Background: an optimization exercise with open tools, aiming at small area, a short achievable clock period and few clock cycles per item. Do not read the settings as production practice.
The RTL was checked by simulation tests, not by an equivalence proof against the original design.
Power is estimated from default activity; no workload was simulated.

## rev_counter
module rev_counter (
    input  wire         clk,
    input  wire         rst,
    input  wire [16:0]  tap,           
    input  wire [271:0] landmarks,     
    input  wire         req_valid,
    output wire         req_ready,
    input  wire [16:0]  req_seed,
    output wire         resp_valid,
    input  wire         resp_ready,
    output reg          resp_timeout,
    output wire [17:0]  resp_count
);
==> module rev_counter, before the edit <==
module rev_counter (
    input  wire         clk,
    input  wire         rst,
    input  wire [16:0]  tap,           
    input  wire [271:0] landmarks,     
    input  wire         req_valid,
    output wire         req_ready,
    input  wire [16:0]  req_seed,
    output wire         resp_valid,
    input  wire         resp_ready,
    output reg          resp_timeout,
    output wire [17:0]  resp_count
);
    localparam K  = 16;         
    localparam KB = 4;          
    localparam R  = 8;          
    localparam CB = 17 - KB;    
    localparam H  = 10;         
    reg          s_init, s_idle, s_run, s_done;
    reg [3:0]    icnt;        
    reg [16:0]   row [1:R];
    assign req_ready  = s_idle;
    assign resp_valid = s_done;
    integer r, j;
    always @(posedge clk) begin
        row[1] <= {tap[15:0], 1'b1};
        for (r = 2; r <= R; r = r + 1) begin
            row[r][0] <= row[r-1][16];
            for (j = 0; j < 16; j = j + 1)
                row[r][j+1] <= row[r-1][j] ^ (row[r-1][16] & row[1][j+1]);
        end
    end
    reg [16:0]   A;           
    reg [K+16:0] Zs;          
    reg [1:0]    wv;          
    reg [16:0] stepK;
    reg [16:0] cur;
    integer bnk, q;
    always @(*) begin
        cur = A;
        for (bnk = 0; bnk < K / R; bnk = bnk + 1) begin
            stepK = cur >> R;
            for (q = 1; q <= R; q = q + 1)
                stepK[17-R+q-1] = ^(row[q] & cur);
            cur = stepK;
        end
        stepK = cur;
    end
    wire [K+16:0] Z = Zs;
    reg [K-1:0] cR;
    reg [K-1:0] cP [0:3];
    integer i, k;
    always @(*) begin
        for (i = 0; i < K; i = i + 1) begin
            cR[i] = (Z[i +: 17] == 17'h00001);
            for (k = 0; k < 4; k = k + 1)
                cP[k][i] = 1'b0;
            for (k = 0; k < 16; k = k + 1)
                cP[k/4][i] = cP[k/4][i] | (Z[i +: H] == landmarks[17*k +: H]);
        end
    end
    reg [K-1:0]  P0, P1, P2, P3, Q;    
    reg [K+16:0] Zc;          
    reg          cv;          
    reg [CB:0]   b1;          
    reg          sk_act;
    reg [K-1:0]  sk_mask;
    reg [K-1:0]  sk_lo;
    wire [K-1:0]  pend = sk_act ? sk_mask : (P0 | P1 | P2 | P3 | Q);
    wire [K+16:0] vs   = sk_act ? {Zc[16:0], sk_lo} : Zc;
    wire          last_blk = b1[CB] && !sk_act;      
    reg [K-1:0] pre_or;
    integer g;
    always @(*) begin
        pre_or[0] = 1'b0;
        for (g = 1; g < K; g = g + 1)
            pre_or[g] = pre_or[g-1] | pend[g-1];
    end
    wire [K-1:0] first_oh = pend & ~pre_or;
    wire [K-1:0] rest     = pend & pre_or;
    wire         more     = (cv || sk_act) && !last_blk && |rest;
    reg [KB-1:0] first;
    reg [16:0]   first_w;
    integer f;
    always @(*) begin
        first   = {KB{1'b0}};
        first_w = 17'd0;
        for (f = 0; f < K; f = f + 1) begin
            first   = first | ({KB{first_oh[f]}} & f[KB-1:0]);
            first_w = first_w | ({17{first_oh[f]}} & vs[f +: 17]);
        end
    end
    wire [CB-1:0] tblk = sk_act ? b1[CB-1:0] - 1'b1 : b1[CB-1:0];
    reg          tv;
    reg          tk;          
    reg [17:0]   tc;          
    reg [16:0]   Vw;
    reg          ev;
    reg          ek;          
    reg          er;          
    reg [17:0]   ec;          
    reg [15:0]   eqL, eqH;    
    wire [15:0]  eq = eqL & eqH;
    reg [15:0] cEqL, cEqH;
    integer e;
    always @(*)
        for (e = 0; e < 16; e = e + 1) begin
            cEqL[e] = (Vw[H-1:0] == landmarks[17*e +: H]);
            cEqH[e] = (Vw[16:H]  == landmarks[17*e+H +: 17-H]);
        end
    reg [3:0] hidx;
    integer h;
    always @(*) begin
        hidx = 4'd0;
        for (h = 15; h >= 0; h = h - 1)
            if (eq[h]) hidx = h[3:0];
    end
    wire finish = ev && (ek || er || |eq);
    assign resp_count = ec;
    always @(posedge clk) begin
        tk <= last_blk && !Q[0];
        tc <= {tblk, last_blk ? {KB{1'b0}} : first};
        Vw  <= first_w;
        ek  <= tk;
        er  <= (Vw == 17'h00001);
        eqL <= cEqL;
        eqH <= cEqH;
    end
    always @(posedge clk) begin
        if (rst) begin
            s_init <= 1'b1;
            s_idle <= 1'b0;
            s_run  <= 1'b0;
            s_done <= 1'b0;
            icnt   <= 4'd0;
            wv     <= 2'b00;
            cv     <= 1'b0;
            tv     <= 1'b0;
            ev     <= 1'b0;
        end else begin
            if (s_init) begin
                icnt <= icnt + 4'd1;
                if (icnt == R) begin
                    s_init <= 1'b0;
                    s_idle <= 1'b1;
                end
            end
            if (s_idle && req_valid) begin
                A      <= req_seed;
                wv     <= 2'b01;
                cv     <= 1'b0;
                tv     <= 1'b0;
                ev     <= 1'b0;
                b1     <= {(CB+1){1'b0}};
                sk_act <= 1'b0;
                s_idle <= 1'b0;
                s_run  <= 1'b1;
            end
            if (s_run) begin
                if (!sk_act) begin
                    A  <= stepK;
                    Zs <= {stepK, A[K-1:0]};
                    wv <= {wv[0], 1'b1};
                    P0 <= cP[0];
                    P1 <= cP[1];
                    P2 <= cP[2];
                    P3 <= cP[3];
                    Q  <= cR;
                    Zc <= Z;
                    cv <= wv[1];
                    if (cv) b1 <= b1 + 1'b1;
                    sk_lo <= Zc[K-1:0];
                end
                sk_act  <= more;
                sk_mask <= rest;
                tv <= (cv || sk_act) && (last_blk || |pend);
                ev <= tv;
                ec <= tc;
                if (finish) begin
                    resp_timeout <= ek;
                    if (ek)
                        ec <= 18'd0;
                    else if (!er)
                        ec <= {ec[17:13] + {1'b0, hidx}, ec[12:0]};   
                    else
                        ec <= ec;
                    s_run  <= 1'b0;
                    s_done <= 1'b1;
                end
            end
            if (s_done && resp_ready) begin
                s_done <= 1'b0;
                s_idle <= 1'b1;
            end
        end
    end
endmodule
export LEC_CHECK = 0
export CAP_MARGIN = 10
export CORE_MARGIN = 2
export CORE_UTILIZATION = 65
export SLEW_MARGIN = 10
create_clock -name core_clock -period 10.0 [get_ports {clk}]
standard.sh (not shown) runs the stock make flow with config.mk's settings and CLKGATE_MAP_FILE= SYNTH_SCRIPT=/design/flow/synth_recipe.tcl, a recipe that flattens the netlist after the stock synthesis.
==> flow/flow/run.sh <==
#!/bin/bash
# Standard synthesis and layout (standard.sh), with two changes to how the
# layout is made: ports are buffered with buf_1 instead of the default
# delay buffer, and setup repair aims below the 10 ns clock (margin).
set -euo pipefail
export BUFFER_PORTS_ARGS="-buffer_cell sky130_fd_sc_hd__buf_1"
export SETUP_SLACK_MARGIN=6.7
bash standard.sh finish > flow.log 2>&1
Testbench counts at the start, summed over its fixed seeds: cycles 38,967, items 128.
Then changed:
--- a/flow/design.v
+++ b/flow/design.v
@@ -46,30 +46,31 @@
         end
         stepK = cur;
     end
     wire [K+16:0] Z = Zs;
-    reg [K-1:0] cR;
     reg [K-1:0] cP [0:3];
     integer i, k;
     always @(*) begin
         for (i = 0; i < K; i = i + 1) begin
-            cR[i] = (Z[i +: 17] == 17'h00001);
-            for (k = 0; k < 4; k = k + 1)
+            cP[0][i] = (Z[i +: H] == 1);
+            for (k = 1; k < 4; k = k + 1)
                 cP[k][i] = 1'b0;
             for (k = 0; k < 16; k = k + 1)
                 cP[k/4][i] = cP[k/4][i] | (Z[i +: H] == landmarks[17*k +: H]);
         end
     end
-    reg [K-1:0]  P0, P1, P2, P3, Q;    
+    reg [K-1:0]  P0, P1, P2, P3;       
     reg [K+16:0] Zc;          
     reg          cv;          
     reg [CB:0]   b1;          
     reg          sk_act;
     reg [K-1:0]  sk_mask;
     reg [K-1:0]  sk_lo;
-    wire [K-1:0]  pend = sk_act ? sk_mask : (P0 | P1 | P2 | P3 | Q);
+    wire          last_blk = b1[CB] && !sk_act;
+    wire [K-1:0]  pend = sk_act   ? sk_mask :
+                         last_blk ? {{(K-1){1'b0}}, 1'b1} : (P0 | P1 | P2 | P3);
     wire [K+16:0] vs   = sk_act ? {Zc[16:0], sk_lo} : Zc;
-    wire          last_blk = b1[CB] && !sk_act;      
+    wire [CB:0]   tblk = sk_act ? b1 - 1'b1 : b1;
     reg [K-1:0] pre_or;
     integer g;
     always @(*) begin
         pre_or[0] = 1'b0;
@@ -89,9 +90,8 @@
             first   = first | ({KB{first_oh[f]}} & f[KB-1:0]);
             first_w = first_w | ({17{first_oh[f]}} & vs[f +: 17]);
         end
     end
-    wire [CB-1:0] tblk = sk_act ? b1[CB-1:0] - 1'b1 : b1[CB-1:0];
     reg          tv;
     reg          tk;          
     reg [17:0]   tc;          
     reg [16:0]   Vw;
@@ -117,10 +117,10 @@
     end
     wire finish = ev && (ek || er || |eq);
     assign resp_count = ec;
     always @(posedge clk) begin
-        tk <= last_blk && !Q[0];
-        tc <= {tblk, last_blk ? {KB{1'b0}} : first};
+        tk <= last_blk;
+        tc <= {tblk, first};
         Vw  <= first_w;
         ek  <= tk;
         er  <= (Vw == 17'h00001);
         eqL <= cEqL;
@@ -164,9 +164,8 @@
                     P0 <= cP[0];
                     P1 <= cP[1];
                     P2 <= cP[2];
                     P3 <= cP[3];
-                    Q  <= cR;
                     Zc <= Z;
                     cv <= wv[1];
                     if (cv) b1 <= b1 + 1'b1;
                     sk_lo <= Zc[K-1:0];
@@ -176,10 +175,10 @@
                 tv <= (cv || sk_act) && (last_blk || |pend);
                 ev <= tv;
                 ec <= tc;
                 if (finish) begin
-                    resp_timeout <= ek;
-                    if (ek)
+                    resp_timeout <= ek && !er;
+                    if (ek && !er)
                         ec <= 18'd0;
                     else if (!er)
                         ec <= {ec[17:13] + {1'b0, hidx}, ec[12:0]};   
                     else
Clock power fell by a few percent.
Synthesized cell count is about the same.
Flip-flop and latch count fell by 15.
Area after synthesis fell slightly.
Combinational power rose by a little under a tenth.
Routed wire length barely changes.
Total power rose by a few percent.
Testbench counts after the change, summed over its fixed seeds: cycles 38,967, items 128.

* * *

## old
The RTL this note starts from:
==> flow/design.v <==
module rev_counter (
    input  wire         clk,
    input  wire         rst,
    input  wire [16:0]  tap,           
    input  wire [271:0] landmarks,     
    input  wire         req_valid,
    output wire         req_ready,
    input  wire [16:0]  req_seed,
    output wire         resp_valid,
    input  wire         resp_ready,
    output reg          resp_timeout,
    output wire [17:0]  resp_count
);
    localparam K  = 16;         
    localparam KB = 4;          
    localparam R  = 8;          
    localparam CB = 17 - KB;    
    localparam H  = 10;         
    reg          s_init, s_idle, s_run, s_done;
    reg [3:0]    icnt;        
    reg [16:0]   row [1:R];
    assign req_ready  = s_idle;
    assign resp_valid = s_done;
    integer r, j;
    always @(posedge clk) begin
        row[1] <= {tap[15:0], 1'b1};
        for (r = 2; r <= R; r = r + 1) begin
            row[r][0] <= row[r-1][16];
            for (j = 0; j < 16; j = j + 1)
                row[r][j+1] <= row[r-1][j] ^ (row[r-1][16] & row[1][j+1]);
        end
    end
    reg [16:0]   A;           
    reg [K+16:0] Zs;          
    reg [1:0]    wv;          
    reg [16:0] stepK;
    reg [16:0] cur;
    integer bnk, q;
    always @(*) begin
        cur = A;
        for (bnk = 0; bnk < K / R; bnk = bnk + 1) begin
            stepK = cur >> R;
            for (q = 1; q <= R; q = q + 1)
                stepK[17-R+q-1] = ^(row[q] & cur);
            cur = stepK;
        end
        stepK = cur;
    end
    wire [K+16:0] Z = Zs;
    reg [K-1:0] cP [0:3];
    integer i, k;
    always @(*) begin
        for (i = 0; i < K; i = i + 1) begin
            cP[0][i] = (Z[i +: H] == 1);
            for (k = 1; k < 4; k = k + 1)
                cP[k][i] = 1'b0;
            for (k = 0; k < 16; k = k + 1)
                cP[k/4][i] = cP[k/4][i] | (Z[i +: H] == landmarks[17*k +: H]);
        end
    end
    reg [K-1:0]  P0, P1, P2, P3;       
    reg [K+16:0] Zc;          
    reg          cv;          
    reg [CB:0]   b1;          
    reg          sk_act;
    reg [K-1:0]  sk_mask;
    reg [K-1:0]  sk_lo;
    wire          last_blk = b1[CB] && !sk_act;
    wire [K-1:0]  pend = sk_act   ? sk_mask :
                         last_blk ? {{(K-1){1'b0}}, 1'b1} : (P0 | P1 | P2 | P3);
    wire [K+16:0] vs   = sk_act ? {Zc[16:0], sk_lo} : Zc;
    reg [K-1:0] pre_or;
    integer g;
    always @(*) begin
        pre_or[0] = 1'b0;
        for (g = 1; g < K; g = g + 1)
            pre_or[g] = pre_or[g-1] | pend[g-1];
    end
    wire [K-1:0] first_oh = pend & ~pre_or;
    wire [K-1:0] rest     = pend & pre_or;
    wire         more     = (cv || sk_act) && !last_blk && |rest;
    reg [KB-1:0] first;
    reg [16:0]   first_w;
    integer f;
    always @(*) begin
        first   = {KB{1'b0}};
        first_w = 17'd0;
        for (f = 0; f < K; f = f + 1) begin
            first   = first | ({KB{first_oh[f]}} & f[KB-1:0]);
            first_w = first_w | ({17{first_oh[f]}} & vs[f +: 17]);
        end
    end
    reg          tv;
    reg          tk;          
    reg [17:0]   tc;          
    reg [16:0]   Vw;
    reg          ev;
    reg          ek;          
    reg          er;          
    reg [17:0]   ec;          
    reg [15:0]   eqL, eqH;    
    wire [15:0]  eq = eqL & eqH;
    reg [15:0] cEqL, cEqH;
    integer e;
    always @(*)
        for (e = 0; e < 16; e = e + 1) begin
            cEqL[e] = (Vw[H-1:0] == landmarks[17*e +: H]);
            cEqH[e] = (Vw[16:H]  == landmarks[17*e+H +: 17-H]);
        end
    reg [3:0] hidx;
    integer h;
    always @(*) begin
        hidx = 4'd0;
        for (h = 15; h >= 0; h = h - 1)
            if (eq[h]) hidx = h[3:0];
    end
    wire finish = ev && (ek || er || |eq);
    assign resp_count = ec;
    always @(posedge clk) begin
        tk <= last_blk;
        tc <= {b1, first};
        Vw  <= first_w;
        ek  <= tk;
        er  <= (Vw == 17'h00001);
        eqL <= cEqL;
        eqH <= cEqH;
    end
    always @(posedge clk) begin
        if (rst) begin
            s_init <= 1'b1;
            s_idle <= 1'b0;
            s_run  <= 1'b0;
            s_done <= 1'b0;
            icnt   <= 4'd0;
            wv     <= 2'b00;
            cv     <= 1'b0;
            tv     <= 1'b0;
            ev     <= 1'b0;
        end else begin
            if (s_init) begin
                icnt <= icnt + 4'd1;
                if (icnt == R) begin
                    s_init <= 1'b0;
                    s_idle <= 1'b1;
                end
            end
            if (s_idle && req_valid) begin
                A      <= req_seed;
                wv     <= 2'b01;
                cv     <= 1'b0;
                tv     <= 1'b0;
                ev     <= 1'b0;
                b1     <= {(CB+1){1'b0}};
                sk_act <= 1'b0;
                s_idle <= 1'b0;
                s_run  <= 1'b1;
            end
            if (s_run) begin
                if (!sk_act) begin
                    A  <= stepK;
                    Zs <= {stepK, A[K-1:0]};
                    wv <= {wv[0], 1'b1};
                    P0 <= cP[0];
                    P1 <= cP[1];
                    P2 <= cP[2];
                    P3 <= cP[3];
                    Zc <= Z;
                    cv <= wv[1];
                    sk_lo <= Zc[K-1:0];
                end
                if ((cv || sk_act) && !more) b1 <= b1 + 1'b1;
                sk_act  <= more;
                sk_mask <= rest;
                tv <= (cv || sk_act) && (last_blk || |pend);
                ev <= tv;
                ec <= tc;
                if (finish) begin
                    resp_timeout <= ek && !er;
                    if (ek && !er)
                        ec <= 18'd0;
                    else if (!er)
                        ec <= {ec[17:13] + {1'b0, hidx}, ec[12:0]};   
                    else
                        ec <= ec;
                    s_run  <= 1'b0;
                    s_done <= 1'b1;
                end
            end
            if (s_done && resp_ready) begin
                s_done <= 1'b0;
                s_idle <= 1'b1;
            end
        end
    end
endmodule
export LEC_CHECK = 0
export CAP_MARGIN = 20
export CORE_MARGIN = 2
export CORE_UTILIZATION = 65
export SLEW_MARGIN = 20
create_clock -name core_clock -period 10.0 [get_ports {clk}]
Scripts as last shown in full above: flow/flow/run.sh
old finished every stage and its layout cleared the timing, DRC and antenna checks.
Testbench counts of old, summed over its fixed seeds: cycles 38,967, items 128.
> inputs changed (old -> new)
diff --git a/flow/design.v b/flow/design.v
--- a/flow/design.v
+++ b/flow/design.v
@@ -67,10 +67,11 @@
     reg [K-1:0]  sk_lo;
     wire          last_blk = b1[CB] && !sk_act;
     wire [K-1:0]  pend = sk_act   ? sk_mask :
                          last_blk ? {{(K-1){1'b0}}, 1'b1} : (P0 | P1 | P2 | P3);
     wire [K+16:0] vs   = sk_act ? {Zc[16:0], sk_lo} : Zc;
+    wire [CB:0]   tblk = sk_act ? b1 - 1'b1 : b1;
     reg [K-1:0] pre_or;
     integer g;
     always @(*) begin
         pre_or[0] = 1'b0;
         for (g = 1; g < K; g = g + 1)
@@ -116,11 +117,11 @@
     end
     wire finish = ev && (ek || er || |eq);
     assign resp_count = ec;
     always @(posedge clk) begin
         tk <= last_blk;
-        tc <= {b1, first};
+        tc <= {tblk, first};
         Vw  <= first_w;
         ek  <= tk;
         er  <= (Vw == 17'h00001);
         eqL <= cEqL;
         eqH <= cEqH;
@@ -164,13 +165,13 @@
                     P1 <= cP[1];
                     P2 <= cP[2];
                     P3 <= cP[3];
                     Zc <= Z;
                     cv <= wv[1];
+                    if (cv) b1 <= b1 + 1'b1;
                     sk_lo <= Zc[K-1:0];
                 end
-                if ((cv || sk_act) && !more) b1 <= b1 + 1'b1;
                 sk_act  <= more;
                 sk_mask <= rest;
                 tv <= (cv || sk_act) && (last_blk || |pend);
                 ev <= tv;
                 ec <= tc;
Notes after the runs:
- Diff old -> new: sequential share of layout area comparable, via density per instance decreased about 0.8%, logic depth of the worst setup path including buffers -3.
- Looking only at slack of the critical path, and setting everything else aside, the higher value of new and old goes to new.
- Lower routed wire length per instance among new and old: new
- Parity-gate share of the synthesized area counting xor and xnor cells essentially unchanged between old and new.
- The power per cell area of new exceeds that of old by 13 nW/µm².
- new: post-synthesis cell type count 8 below old
- met1 layer usage reported by global route down 1.2 points in new wrt old
- Relative to old, number of instances in the synthesized netlist has increased by 103 in new.
Testbench counts of new, summed over its fixed seeds: cycles 38,967, items 128.

## re-timing with driven ports
How much do the figures lean on ideal ports? The routed layouts below were timed once more, with nothing changed but the port constraints.
Step 1 assumes that a clkbuf_16 drives the clock port and a buf_2 every other input.
Step 2 adds t to the input delays and takes it off the output delays; t is the mean of the earliest and latest rising clock arrival at the registers after step 1. Input paths then give back, and output paths get back, about the clock's delay inside the block.
a / b / c = ideal / step 1 / step 2; a / b = the first two.
run	shift t [ns]	setup WS [ns]	worst hold slack (ns)
the first run of note 1	0.678	6.689 / 6.689 / 6.193	0.338 / 0.338 / 0.338
the second run of note 1	0.645	6.667 / 6.646 / 6.005	0.330 / 0.330 / 0.330
old	0.647	6.268 / 6.268 / 6.084	0.327 / 0.327 / 0.327
new	0.641	6.671 / 6.655 / 6.023	0.330 / 0.330 / 0.330
After both steps every run listed still meets setup and hold. The setup slack of the second run of note 1, which loses most, moves by -0.021 ns with the drivers and by -0.662 ns with both steps.
